What follows belongs to an exercise in optimizing a design on an open flow for small area, a short achievable clock period and few clock cycles; a production flow would make more cautious choices.
Only simulation tests tie the RTL to the original design; equivalence was not proved.
Power is estimated from default activity; no workload was simulated.

== job 101 ==
// crc8_framer
module crc8_framer (
    input  wire         clk,
    input  wire         rst,
    input  wire         rx_valid,
    input  wire [7:0]   rx_data,
    output wire         rx_ready,
    output wire         tx_valid,
    output wire [7:0]   tx_data,
    input  wire         tx_ready,
    input  wire         cmd_valid,
    output wire         cmd_ready,
    input  wire [7:0]   cmd_code,
    input  wire [7:0]   cmd_arg,
    input  wire [151:0] cmd_pkt,
    output reg          res_valid,
    output reg          res_ok,
    output reg  [31:0]  res_word,
    output reg  [151:0] res_pkt,
    output wire         pkt_avail,
    output wire         q_full
);
    function [7:0] crc8_byte;
        input [7:0] c;
        input [7:0] b;
        integer     i;
        reg   [7:0] t;
        begin
            t = c ^ b;
            for (i = 0; i < 8; i = i + 1)
                t = {t[6:0], 1'b0} ^ (t[7] ? 8'h07 : 8'h00);
            crc8_byte = t;
        end
    endfunction
    function [7:0] crc18;
        input [143:0] p;
        integer       i;
        reg   [7:0]   c;
        begin
            c = 8'h00;
            for (i = 0; i < 18; i = i + 1)
                c = crc8_byte(c, p[i*8 +: 8]);
            crc18 = c;
        end
    endfunction
    function [151:0] ctrl_pkt;
        input [7:0] t;
        reg [143:0] p;
        begin
            p        = {{16{8'hFF}}, t, 8'h10};
            ctrl_pkt = {crc18(p), p};
        end
    endfunction
    localparam [1:0] T_ACK = 2'd0, T_RETX = 2'd1, T_DATA = 2'd2;
    reg         rx_ready_q, cmd_ready_q;
  ...
For scale: roughly 5700 cells after synthesis, about 2900 flip-flops, roughly 380 I/O pins, about 79000 µm² of cells after synthesis.
export LEC_CHECK = 0
export CAP_MARGIN = 20
export CORE_MARGIN = 2
export CORE_UTILIZATION = 65
export CTS_CLUSTER_DIAMETER = 90
export CTS_CLUSTER_SIZE = 28
export PLACE_DENSITY = 0.72
export SETUP_SLACK_MARGIN = 5
export SLEW_MARGIN = 20
create_clock -name core_clock -period 8.0 [get_ports {clk}]
run.sh (not shown) runs the stock make flow with config.mk's settings and CLKGATE_MAP_FILE= SYNTH_SCRIPT=/design/flow/synth_recipe.tcl, a recipe that flattens the netlist after the stock synthesis.
Job 101 closes out successfully: all stages finished, all timing, DRC and antenna checks passed.
Testbench counts of job 101, summed over its fixed seeds: cycles 9,983.
The inputs of job 102 differ from those of job 101 as listed below.
- a change of CTS_CLUSTER_SIZE from 28 to 24
- a change of CTS_CLUSTER_DIAMETER from 90 to 100
### Flow results
When job 102 is set beside job 101, its static leakage power turns out to be 1.0% larger.
Job 102 vs. job 101: met3 wire length moved up; global-route met1 utilization moved up; final cell count moved up; global-route usage moved up; number of flip-flops and latches level.
Job 102 against job 101: total internal power grew by 3.0%; number of hold violations in the final report level.
Against job 101, job 102 comes in 1.2% higher on wire length.
Compound-cell area share of the yosys netlist came out exactly the same in job 101 and job 102.

* * *

== cedar ==
Starting RTL as in the previous note.
clock: 8.0 ns
lec_check: 0
cap_margin: 20
core_margin: 2
core_utilization: 65
cts_cluster_diameter: 100
cts_cluster_size: 24
place_density: 0.72
setup_slack_margin: 5
slew_margin: 20
tns_end_percent: 10
The flow did not stop early for cedar: all stages ran, and the layout cleared the timing, design-rule and antenna checks.
Testbench counts of cedar, summed over its fixed seeds: cycles 9,983.
Inputs modified between cedar and yarrow:
- swapping 100 for 90 in CTS_CLUSTER_DIAMETER
- swapping 0.72 for 0.76 in PLACE_DENSITY
- swapping 24 for 28 in CTS_CLUSTER_SIZE
- clearing TNS_END_PERCENT, which used to be 10
- swapping 65 for 70 in CORE_UTILIZATION
### Flow results
Critical path depth: yarrow higher than cedar. Summary of yarrow over cedar: power dissipated by switching net loads saw a decrease; slew of the pin with the lowest slew margin up 0.091 ns; number of gates given a new drive strength after cts shows an increase of 65%.
The inputs of maple differ from those of yarrow as listed below.
- a deleted CTS_CLUSTER_DIAMETER that had been 90
- a change of CORE_UTILIZATION from 70 to 50
- a deleted PLACE_DENSITY that had been 0.76
- a deleted CTS_CLUSTER_SIZE that had been 28
==> run notes <==
Measured against each other, maple and yarrow differ in proportion of power drawn by flip-flops and latches, the higher figure coming from yarrow. Per the comparison of maple with yarrow, required time of the critical path decreased 2.21 ns, final core utilization decreased 19 points, fraction of met1 tracks used by global routing decreased 12 points, TritonCTS buffer count increased about 150%. Looking at total number of placement rows, maple sits about 19% above yarrow. Summary of maple over yarrow: setup slack fell 0.033 ns; fill cell instance count of the final layout rose 110%; combined flip-flop and latch cell area about even; worst endpoint data arrival time fell 2.17 ns; routed wire length fell 1100 um.
The inputs of lagoon differ from those of maple as listed below.
- putting PLACE_DENSITY at 0.72 where nothing was set
- swapping 50 for 65 in CORE_UTILIZATION
Findings:
Although lagoon finished all stages, its layout failed final checks on antenna violations.
maple ran to completion and came out clean on the timing, design-rule and antenna checks.
Cell count: maple and lagoon compared, higher one is maple
Of maple and lagoon, the lower average wire length per cell after detail routing belongs to maple.
Critical path depth (lower): maple
[inputs] willow vs lagoon
- CTS_CLUSTER_DIAMETER: unset -> 90
- CAP_MARGIN: 20 -> 10
- CTS_CLUSTER_SIZE: unset -> 28
- SLEW_MARGIN: 20 -> 10
--- outcome ---
- willow reached the end of the flow, and the finished layout is clean on the timing, design-rule and antenna checks.
- Taking lagoon as 1.0, willow lands at 0.859 on power density relative to cell area.
- willow vs. lagoon: global-route wire length before repair went down, number of DRC violations after detailed-routing iteration 0 went down, setup slack went up, finished layout cell area went down, worst slew margin relative to its limit went down.
- There was hardly any difference in multi-input combinational cell count between lagoon and willow.
Input changes introduced in nickel (baseline for comparison: willow):
- CAP_MARGIN: 10 -> 20
- PLACE_DENSITY: 0.72 -> 0.66
- SLEW_MARGIN: 10 -> 20
Results
- willow → nickel: net switching fraction of the power was more or less identical; count of clock-buffer cells in the layout went up by 0.58%; post-place setup slack went down by 0.035 ns; routability congestion estimate went down by 1.8%.
- Of nickel and willow, willow shows the lower first-pass iteration count of the detailed router, with nickel above it.
- nickel -> willow: register share of the cell area flat
- Met2 demand-to-capacity share in global routing: nickel < willow
- Number of well-tap cells placed: willow vs nickel, no meaningful difference

[afterwards: timing with drivers on the ports]
No port has a modelled driver above. Below, the same layouts with a new extraction and two added sets of constraints. Step 1, drivers: a clkbuf_16 drives clk and a buf_2 each remaining input, both assumed. Step 2 adds t to the input delays and takes it off the output delays; t is the mean of the earliest and latest rising clock arrival at the registers after step 1. Input paths then give back, and output paths get back, about the clock's delay inside the block. Slacks: ideal ports / drivers / drivers and shift; pairs: ideal ports / drivers.
run | t (ns) | setup WS [ns] | hold WS [ns] | worst data-port slew with drivers (ns)
job 101 | 0.845 | 4.969 / 4.823 / 3.978 | 0.309 / 0.309 / 0.309 | 0.25
job 102 | 0.858 | 4.974 / 4.856 / 3.998 | 0.304 / 0.304 / 0.304 | 0.20
cedar | 0.865 | 4.856 / 4.770 / 3.905 | 0.293 / 0.293 / 0.293 | 0.16
yarrow | 0.829 | 4.944 / 4.835 / 4.006 | 0.294 / 0.294 / 0.294 | 0.23
maple | 0.960 | 4.911 / 4.831 / 3.925 | 0.279 / 0.279 / 0.279 | 0.20
lagoon | 0.900 | 4.961 / 4.904 / 4.004 | 0.261 / 0.261 / 0.261 | 0.19
willow | 0.845 | 4.969 / 4.823 / 3.978 | 0.309 / 0.309 / 0.309 | 0.25
nickel | 0.833 | 4.916 / 4.900 / 4.067 | 0.287 / 0.287 / 0.287 | 0.16
